This design comes from an exercise in tuning for small area, a short achievable clock period and few clock cycles per item on the open sky130 flow, not from production work. In this exercise RTL edits were held to simulation tests only and were not proved equivalent to the original. Power is estimated from default activity; no workload was simulated.

==> inputs of 06-08 <==
==> flow/design.v (excerpt) <==
module drum_mixer #(
    parameter N_VOICES       = 8,
    parameter NUM_DRUMS      = 16,
    parameter BUF_SIZE       = 256,
    parameter BASE_THRESHOLD = 100,
    parameter HARDEST_HIT    = 1200
) (
    input  wire        clk,
    input  wire        rst,
    input  wire        cmd_valid,
    output reg         cmd_ready,
    input  wire [47:0] cmd_word,
    input  wire        rf_valid,
    output reg         rf_ready,
    input  wire [15:0] rf_word,
    output reg         rf_done,
    output wire        srom_rd,
    output wire [7:0]  srom_drum,
    output wire [31:0] srom_pos,
    input  wire [15:0] srom_data,
    input  wire [31:0] srom_len,
    output reg         ob_we,
    output reg         ob_buf,
    output reg  [9:0]  ob_idx,
    output reg  [15:0] ob_data,
    output reg         idle,
    output reg         err,
    output wire [7:0]  nactive,
    output wire [31:0] sample_clk
);
Settings: LEC_CHECK=0, CAP_MARGIN=20, CORE_MARGIN=2, CORE_UTILIZATION=70, SLEW_MARGIN=20; clock period 26.0 ns.
standard.sh (not shown) runs the stock make flow with config.mk's settings and CLKGATE_MAP_FILE= SYNTH_SCRIPT=/design/flow/synth_recipe.tcl, a recipe that flattens the netlist after the stock synthesis.
==> flow/flow/run.sh <==
#!/bin/bash
# The standard layout, with two changes: the port buffers are buf_2 cells
# instead of the flow's default (a slow delay buffer), and clock tree
# synthesis inserts no dummy loads.  Everything else is standard.sh.
set -euo pipefail
bash standard.sh \
  "BUFFER_PORTS_ARGS=-buffer_cell sky130_fd_sc_hd__buf_2" \
  "CTS_ARGS=-sink_clustering_enable -repair_clock_nets -buf_list sky130_fd_sc_hd__clkbuf_16 -dont_use_dummy_load" \
  finish > make_finish.log 2>&1
==> 09-19: changes against 06-08 <==
--- a/flow/design.v
+++ b/flow/design.v
@@ -61,12 +61,13 @@
     reg        c_z0, c_b0, c_idlo;   
     reg [3:0]  c_id;
     reg [15:0] c_l;                  
     reg [10:0] c_r;                  
     reg        c_sat0, c_sat1;
     reg        rq_go;                
+    reg        rq_run;               
     reg        rq_cap;               
     reg        rq_ill;               
     reg        mixing;
     reg        open;                 
     reg [8:0]  left;                 
     reg        cur_b;
@@ -166,18 +167,17 @@
         for (si = 7; si >= 0; si = si - 1)
             if (slot_set[si]) slot = si[2:0];
     end
     wire do_exec = c_pend && !div_busy && !mixing && (infl == 8'd0);
     wire c_go_n   = cmd_acc;
     wire c_pend_n = c_go ? cmd_alloc : (c_pend && !do_exec);
-    wire rq_go_n  = rf_acc && !rw_run;
-    wire mixing_n = (rf_acc && rw_run) || (mixing && !f_flush);
+    wire rq_go_n  = rf_acc;
+    wire mixing_n = (rq_go && rq_run) || (mixing && !f_flush);
     wire cnt_z_n  = !(c_go && cmd_alloc && is_trig) && !c_init && (c_cnt <= 4'd1);
-    wire exec_n   = c_pend_n && cnt_z_n && !mixing && (r_oh == 8'd0);
+    wire exec_n   = c_pend_n && cnt_z_n && !mixing && !mixing_n && (r_oh == 8'd0);
     wire rdy_n    = !cmd_acc && !rf_acc && (!c_pend_n || exec_n);
-    wire mix_stay = mixing && !f_flush;
     reg [11:0] m_vel;
     integer vi;
     always @(*) begin
         m_vel = 12'd0;
         for (vi = 0; vi < 8; vi = vi + 1)
             m_vel = m_vel | (v_vel[vi] & {12{m_oh[vi]}});
@@ -648,26 +648,23 @@
             mixing    <= 1'b0;
             err       <= 1'b0;
             S         <= 32'd0;
             act       <= 8'd0;
             r_val     <= 1'b0;
             srom_rd_q <= 1'b0;
-            r_oh      <= 8'd0;
             d_val     <= 1'b0;
-            d_rd      <= 1'b0;
-            d_oh      <= 8'd0;
             m_val     <= 1'b0;
             ob_we     <= 1'b0;
             rf_done   <= 1'b0;
             w_first   <= 1'b1;
             idle      <= 1'b0;
         end else begin
             cmd_ready <= rdy_n;
-            rf_ready  <= rdy_n && !mix_stay;
+            rf_ready  <= rdy_n && !mixing_n;
             c_cap     <= rdy_n;
-            rq_cap    <= rdy_n && !mix_stay;
+            rq_cap    <= rdy_n && !mixing_n;
             c_go      <= c_go_n;
             c_pend    <= c_pend_n;
             rq_go     <= rq_go_n;
             mixing    <= mixing_n;
             if ((c_go && cmd_illegal) || (rq_go && rq_ill))
                 err <= 1'b1;
@@ -681,18 +678,15 @@
             end
             if (f_new)
                 S <= inc32(S);
             act <= act_e;
             if (do_exec)
                 act[slot] <= 1'b1;
-            r_val   <= f_new || f_rd || f_flush || rq_go;
+            r_val   <= f_new || f_rd || f_flush || (rq_go && !rq_run);
             srom_rd_q <= f_rd;
-            r_oh    <= f_rd ? pick_oh : 8'd0;
             d_val   <= r_val;
-            d_rd    <= |r_oh;
-            d_oh    <= r_oh;
             m_val   <= d_val;
             ob_we   <= m_val && m_emit;
             rf_done <= m_val && m_done;
             if (m_val && m_emit)
                 w_first <= 1'b0;
             if (m_val && m_done)
@@ -725,12 +719,13 @@
             c_l    <= cmd_word[31:16];
         if (c_go)
             c_trig <= is_trig;
         if (rq_cap) begin
             left   <= rf_word[8:0];
             rq_ill <= rw_ill;
+            rq_run <= rw_run;
             cur_b <= rf_word[15];
         end
         if (rq_cap)
             open <= 1'b0;
         if (f_new) begin
             open <= 1'b1;
@@ -752,18 +747,21 @@
             for (q = 0; q < 8; q = q + 1) begin
                 if (q < slot) ge[q][slot] <= 1'b1;
                 if (q > slot) ge[slot][q] <= !nz[q];
             end
         end
         nact_r <= act[0] + act[1] + act[2] + act[3] + act[4] + act[5] + act[6] + act[7];
+        r_oh    <= f_rd ? pick_oh : 8'd0;
         r_first <= f_new;
         r_emit  <= (f_new && open) || f_flush;
-        r_done  <= f_flush || rq_go;
+        r_done  <= f_flush || (rq_go && !rq_run);
         r_b     <= cur_b;
         r_drum  <= pick_drum;
         r_pos   <= pick_pos;
+        d_rd    <= |r_oh;
+        d_oh    <= r_oh;
         d_first <= r_first;
         d_emit  <= r_emit;
         d_done  <= r_done;
         d_b     <= r_b;
         d_p1    <= inc32(r_pos);
         m_rd    <= d_rd;
Settings changed: CORE_UTILIZATION 70 to 60.
==> 10-09: changes against 06-08 <==
--- a/flow/design.v
+++ b/flow/design.v
@@ -49,42 +49,42 @@
     reg [31:0] v_pos  [0:7];
     reg [7:0]  nz;                   
     reg [7:0]  ge [0:7];             
     reg [3:0]  nact_r;
     reg [31:0] S;                    
     reg        c_go;                 
-    reg        c_cap;                
     reg        c_pend;               
     reg        c_trig;               
     reg        c_init;               
     reg [3:0]  c_cnt;                
     reg [3:0]  c_op;
     reg        c_z0, c_b0, c_idlo;   
     reg [3:0]  c_id;
     reg [15:0] c_l;                  
     reg [10:0] c_r;                  
     reg        c_sat0, c_sat1;
     reg        rq_go;                
-    reg        rq_cap;               
-    reg        rq_ill;               
+    reg        rq_zt;                
     reg        mixing;
     reg        open;                 
-    reg [8:0]  left;                 
+    reg [9:0]  left;                 
     reg        cur_b;
     reg [7:0]  done;                 
-    reg        r_val, r_first, r_emit, r_done, r_b;
+    reg        r_val, r_rd, r_first, r_emit, r_done, r_b;
     reg [7:0]  r_oh;                 
     reg [3:0]  r_drum;
     reg [31:0] r_pos;
     reg        d_val, d_rd, d_first, d_emit, d_done, d_b;
     reg [7:0]  d_oh;
+    reg [2:0]  d_v;
     reg [31:0] d_p1;
     reg        m_val, m_rd, m_first, m_emit, m_done, m_b;
-    reg [7:0]  m_oh;                 
+    reg [2:0]  m_v;
     reg [7:0]  m_eq;                 
     reg [15:0] m_data;
+    reg [11:0] m_vel;
     reg [18:0] acc_s, acc_c;
     reg        acc_i;
     reg        w_first;              
     assign sample_clk = S;
     assign nactive    = {4'd0, nact_r};
     reg        srom_rd_q;            
@@ -119,37 +119,39 @@
     wire [10:0] y0 = c_l[10:0] - (BASE_THRESHOLD + 1);
     wire        div_busy = c_init || (c_cnt != 4'd0);
     wire [11:0] new_vel = !c_trig ? c_l[11:0] :
                           c_sat0  ? 12'd0 :
                           c_sat1  ? 12'hFFF : c_l[11:0];
     wire rf_acc = rf_valid && rf_ready;
-    wire rw_ill = (rf_word[14:10] != 5'd0) || (rf_word[9:0] > BUF_SIZE);
-    wire rw_run = !rw_ill && (rf_word[9:0] != 10'd0);
+    wire rf_illegal = rq_zt || (left > BUF_SIZE);
+    wire rf_run = !rf_illegal && (left != 10'd0);
     wire       kill   = m_rd && (m_eq == 8'hFF);
-    wire [7:0] kill_v = kill ? m_oh : 8'd0;
+    wire [7:0] kill_v = kill ? (8'd1 << m_v) : 8'd0;
     wire [7:0] act_e  = act & ~kill_v;
     wire [7:0] infl = r_oh | d_oh;
     wire [7:0] rem  = act_e & ~done;
     wire       samp_end = !open || (rem == 8'd0);
     wire [7:0] cand = (samp_end ? act_e : rem) & ~infl;
     wire [7:0] pick_oh = cand & (~cand + 8'd1);
+    wire [2:0] pick = {|pick_oh[7:4], |{pick_oh[7:6], pick_oh[3:2]},
+                       |{pick_oh[7], pick_oh[5], pick_oh[3], pick_oh[1]}};
     reg [31:0] pick_pos;
     reg [3:0]  pick_drum;
     integer pi;
     always @(*) begin
         pick_pos  = 32'd0;
         pick_drum = 4'd0;
         for (pi = 0; pi < 8; pi = pi + 1) begin
             pick_pos  = pick_pos  | (v_pos[pi]  & {32{pick_oh[pi]}});
             pick_drum = pick_drum | (v_drum[pi] & {4{pick_oh[pi]}});
         end
     end
-    wire f_new   = mixing && samp_end && (left != 9'd0) &&
+    wire f_new   = mixing && samp_end && (left != 10'd0) &&
                    ((cand != 8'd0) || (act_e == 8'd0));
-    wire f_rd    = mixing && (cand != 8'd0) && (!samp_end || (left != 9'd0));
-    wire f_flush = mixing && samp_end && (left == 9'd0);
+    wire f_rd    = mixing && (cand != 8'd0) && (!samp_end || (left != 10'd0));
+    wire f_flush = mixing && samp_end && (left == 10'd0);
     reg [7:0] is_max;
     integer ii, jj;
     always @(*) begin
         for (ii = 0; ii < 8; ii = ii + 1) begin
             is_max[ii] = 1'b1;
             for (jj = 0; jj < 8; jj = jj + 1) begin
@@ -166,24 +168,20 @@
         for (si = 7; si >= 0; si = si - 1)
             if (slot_set[si]) slot = si[2:0];
     end
     wire do_exec = c_pend && !div_busy && !mixing && (infl == 8'd0);
     wire c_go_n   = cmd_acc;
     wire c_pend_n = c_go ? cmd_alloc : (c_pend && !do_exec);
-    wire rq_go_n  = rf_acc && !rw_run;
-    wire mixing_n = (rf_acc && rw_run) || (mixing && !f_flush);
-    wire cnt_z_n  = !(c_go && cmd_alloc && is_trig) && !c_init && (c_cnt <= 4'd1);
-    wire exec_n   = c_pend_n && cnt_z_n && !mixing && (r_oh == 8'd0);
-    wire rdy_n    = !cmd_acc && !rf_acc && (!c_pend_n || exec_n);
-    wire mix_stay = mixing && !f_flush;
-    reg [11:0] m_vel;
+    wire rq_go_n  = rf_acc;
+    wire mixing_n = (rq_go && rf_run) || (mixing && !f_flush);
+    reg [11:0] d_vel;
     integer vi;
     always @(*) begin
-        m_vel = 12'd0;
+        d_vel = 12'd0;
         for (vi = 0; vi < 8; vi = vi + 1)
-            m_vel = m_vel | (v_vel[vi] & {12{m_oh[vi]}});
+            d_vel = d_vel | (v_vel[vi] & {12{d_oh[vi]}});
     end
     wire [15:0] s  = m_data;
     wire [11:0] v  = m_vel;
     wire [18:0] as = acc_s & {19{!m_first}};
     wire [18:0] ac = acc_c & {19{!m_first}};
     wire        ai = acc_i & !m_first;
@@ -633,46 +631,43 @@
     wire [18:0] acc   = acc_w[19:1];
     wire        sat_hi  = !acc[18] && (acc[17:11] != 7'h00);
     wire        sat_lo  =  acc[18] && (acc[17:11] != 7'h7F);
     wire [11:0] mix     = sat_hi ? 12'h7FF : sat_lo ? 12'h800 : acc[11:0];
     always @(posedge clk) begin
         if (rst) begin
-            cmd_ready <= 1'b0;
-            rf_ready  <= 1'b0;
-            c_cap     <= 1'b1;
-            rq_cap    <= 1'b1;
+            cmd_ready <= 1'b1;
+            rf_ready  <= 1'b1;
             c_go      <= 1'b0;
             c_pend    <= 1'b0;
             c_init    <= 1'b0;
             c_cnt     <= 4'd0;
             rq_go     <= 1'b0;
             mixing    <= 1'b0;
             err       <= 1'b0;
             S         <= 32'd0;
             act       <= 8'd0;
             r_val     <= 1'b0;
+            r_rd      <= 1'b0;
             srom_rd_q <= 1'b0;
             r_oh      <= 8'd0;
             d_val     <= 1'b0;
             d_rd      <= 1'b0;
             d_oh      <= 8'd0;
             m_val     <= 1'b0;
             ob_we     <= 1'b0;
             rf_done   <= 1'b0;
             w_first   <= 1'b1;
             idle      <= 1'b0;
         end else begin
-            cmd_ready <= rdy_n;
-            rf_ready  <= rdy_n && !mix_stay;
-            c_cap     <= rdy_n;
-            rq_cap    <= rdy_n && !mix_stay;
+            cmd_ready <= !c_pend_n && !c_go_n;
+            rf_ready  <= !mixing_n && !c_pend_n && !c_go_n && !rq_go_n;
             c_go      <= c_go_n;
             c_pend    <= c_pend_n;
             rq_go     <= rq_go_n;
             mixing    <= mixing_n;
-            if ((c_go && cmd_illegal) || (rq_go && rq_ill))
+            if ((c_go && cmd_illegal) || (rq_go && rf_illegal))
                 err <= 1'b1;
             if (c_go) begin
                 c_init <= cmd_alloc && is_trig;
             end else if (c_init) begin
                 c_init <= 1'b0;
                 c_cnt  <= 4'd12 / DIV_STEPS;
@@ -681,17 +676,18 @@
             end
             if (f_new)
                 S <= inc32(S);
             act <= act_e;
             if (do_exec)
                 act[slot] <= 1'b1;
-            r_val   <= f_new || f_rd || f_flush || rq_go;
+            r_val   <= f_new || f_rd || f_flush || (rq_go && !rf_run);
+            r_rd    <= f_rd;
             srom_rd_q <= f_rd;
             r_oh    <= f_rd ? pick_oh : 8'd0;
             d_val   <= r_val;
-            d_rd    <= |r_oh;
+            d_rd    <= r_rd;
             d_oh    <= r_oh;
             m_val   <= d_val;
             ob_we   <= m_val && m_emit;
             rf_done <= m_val && m_done;
             if (m_val && m_emit)
                 w_first <= 1'b0;
@@ -700,13 +696,13 @@
             idle <= !mixing && !c_pend && !c_go && !rq_go && !r_val && !d_val &&
                     !m_val && !cmd_acc && !rf_acc;
         end
     end
     integer q;
     always @(posedge clk) begin
-        if (c_cap) begin
+        if (cmd_ready) begin
             c_op   <= cmd_word[47:44];
             c_z0   <= (cmd_word[43:40] == 4'd0);
             c_idlo <= (cmd_word[39:36] == 4'd0);
             c_id   <= cmd_word[35:32];
             c_b0   <= (cmd_word[15:0] == 16'd0);
         end
@@ -718,26 +714,26 @@
             c_r    <= dv_r;
         end
         if (c_init)
             c_l    <= {4'd0, 1'b1, ~y0};
         else if (c_cnt != 4'd0)
             c_l    <= {4'd0, dv_l};
-        else if (c_cap)
+        else if (cmd_ready)
             c_l    <= cmd_word[31:16];
         if (c_go)
             c_trig <= is_trig;
-        if (rq_cap) begin
-            left   <= rf_word[8:0];
-            rq_ill <= rw_ill;
+        if (rf_ready) begin
+            left  <= rf_word[9:0];
+            rq_zt <= (rf_word[14:10] != 5'd0);
             cur_b <= rf_word[15];
         end
-        if (rq_cap)
+        if (rq_go)
             open <= 1'b0;
         if (f_new) begin
             open <= 1'b1;
-            left <= left - 9'd1;
+            left <= left - 10'd1;
             done <= 8'd0;
         end
         if (f_rd) begin
             if (!samp_end) done <= done | pick_oh;
             else           done <= pick_oh;
         end
@@ -754,27 +750,30 @@
                 if (q > slot) ge[slot][q] <= !nz[q];
             end
         end
         nact_r <= act[0] + act[1] + act[2] + act[3] + act[4] + act[5] + act[6] + act[7];
         r_first <= f_new;
         r_emit  <= (f_new && open) || f_flush;
-        r_done  <= f_flush || rq_go;
+        r_done  <= f_flush || (rq_go && !rf_run);
         r_b     <= cur_b;
         r_drum  <= pick_drum;
         r_pos   <= pick_pos;
         d_first <= r_first;
         d_emit  <= r_emit;
         d_done  <= r_done;
         d_b     <= r_b;
+        d_v     <= {|r_oh[7:4], |{r_oh[7:6], r_oh[3:2]},
+                    |{r_oh[7], r_oh[5], r_oh[3], r_oh[1]}};
         d_p1    <= inc32(r_pos);
         m_rd    <= d_rd;
         m_first <= d_val && d_first;
+        m_vel   <= d_rd ? d_vel : 12'd0;
         m_emit  <= d_emit;
         m_done  <= d_done;
         m_b     <= d_b;
-        m_oh    <= d_oh;
+        m_v     <= d_v;
         m_data  <= srom_data;
         for (q = 0; q < 8; q = q + 1)
             m_eq[q] <= (srom_len[4*q +: 4] == d_p1[4*q +: 4]);
         acc_s   <= tx[30:12];
         acc_c   <= ty[30:12];
         acc_i   <= lo_c;
==> flow/flow/run.sh (replaced) <==
#!/bin/bash
# The standard layout, with the port buffers made from buf_2 cells instead of
# the flow's default (a slow delay buffer).  Everything else is standard.sh.
set -euo pipefail
bash standard.sh "BUFFER_PORTS_ARGS=-buffer_cell sky130_fd_sc_hd__buf_2" finish > make_finish.log 2>&1
Settings changed: CORE_UTILIZATION 70 to 60, CTS_BUF_LIST set to sky130_fd_sc_hd__clkbuf_8.
==> results.txt <==
Result of the run: 09-19 timing/DRC/antenna clean; 10-09 timing/DRC/antenna clean; 06-08 timing/DRC/antenna clean
Number of sequential cells in the layout: 09-19 739; 10-09 747; 06-08 738
Sequential area share after synthesis: 09-19 55.9%; 10-09 55.9%; 06-08 54.5%
Clock latency reported for the late side of the worst-skew pair: 09-19 0.63 ns; 10-09 0.73 ns; 06-08 0.65 ns
Storage element area: 09-19 19,600 µm²; 10-09 19,700 µm²; 06-08 19,500 µm²
Fmax: 09-19 156 MHz; 10-09 153 MHz; 06-08 150 MHz
Num CTS Buffers: 09-19 77; 10-09 116; 06-08 75
Arrival time worst endpoint: 09-19 1.20 ns; 10-09 1.34 ns; 06-08 7.23 ns
Power consumption: 09-19 2.93 mW; 10-09 3.01 mW; 06-08 2.94 mW
Count of clock tree sinks: 09-19 739; 10-09 747; 06-08 738
Hold Startpoint: 09-19 r_done; 10-09 d_v[0]; 06-08 d_emit
Share of the synthesized area in the top cell type: 09-19 41.0%; 10-09 40.6%; 06-08 39.9%
Leakage component of the power: 09-19 15.6 nW; 10-09 16.2 nW; 06-08 15.0 nW
Area fraction in compound gates after synthesis: 09-19 11.2%; 10-09 10.0%; 06-08 10.4%
Post-Synthesis Mean Instance Area: 09-19 12.3 µm²; 10-09 12.4 µm²; 06-08 12.1 µm²
Number of standard-cell rows in the floorplan: 09-19 88; 10-09 88; 06-08 82
Global-route usage over all layers: 09-19 27.1%; 10-09 28.1%; 06-08 34.3%
Routability-driven placement congestion ratio: 09-19 0.881; 10-09 0.878; 06-08 0.896
Number of synthesized register bits: 09-19 739; 10-09 747; 06-08 738
M3 GR Usage: 09-19 5.77%; 10-09 5.08%; 06-08 5.62%
Inverters excl. clock: 09-19 260; 10-09 270; 06-08 217
Min-Delay Endpoint: 09-19 d_done; 10-09 m_v[0]; 06-08 m_emit
Vias post-DR: 09-19 22,400; 10-09 23,100; 06-08 24,700
Testbench counts of 06-08, summed over its fixed seeds: cycles 128,467, items 24,576.
Testbench counts of 09-19, summed over its fixed seeds: cycles 128,851, items 24,576.
Testbench counts of 10-09, summed over its fixed seeds: cycles 129,290, items 24,576.

==> static timing again, ports no longer ideal <==
The results above use ideal ports. As a check the final layouts listed here were re-extracted and re-timed, cells and wires unchanged.
Step 1 (the two cells are an assumption about what drives the block):
set clk [get_ports {clk}]
set_driving_cell -lib_cell sky130_fd_sc_hd__clkbuf_16 $clk
set_driving_cell -lib_cell sky130_fd_sc_hd__buf_2 [delete_from_list [all_inputs] $clk]
Step 2 also shifts input and output timing later by t, the mid clock arrival at the registers, as if the neighbouring blocks saw the same clock.
Three values: ideal, step 1, step 2; two values: the first two.
| run | shift t [ns] | setup WS [ns] | clock arrival spread, ns |
|---|---|---|---|
| 06-08 | 0.668 | 19.311 / 19.356 / 18.687 | 0.084 / 0.083 |
| 09-19 | 0.658 | 19.596 / 19.531 / 19.537 | 0.077 / 0.076 |
| 10-09 | 0.767 | 19.456 / 19.401 / 19.030 | 0.031 / 0.032 |
After both steps setup and hold are still met in every run listed. The setup slack of 06-08, which loses most, moves by +0.045 ns with the drivers and by -0.624 ns with both steps.
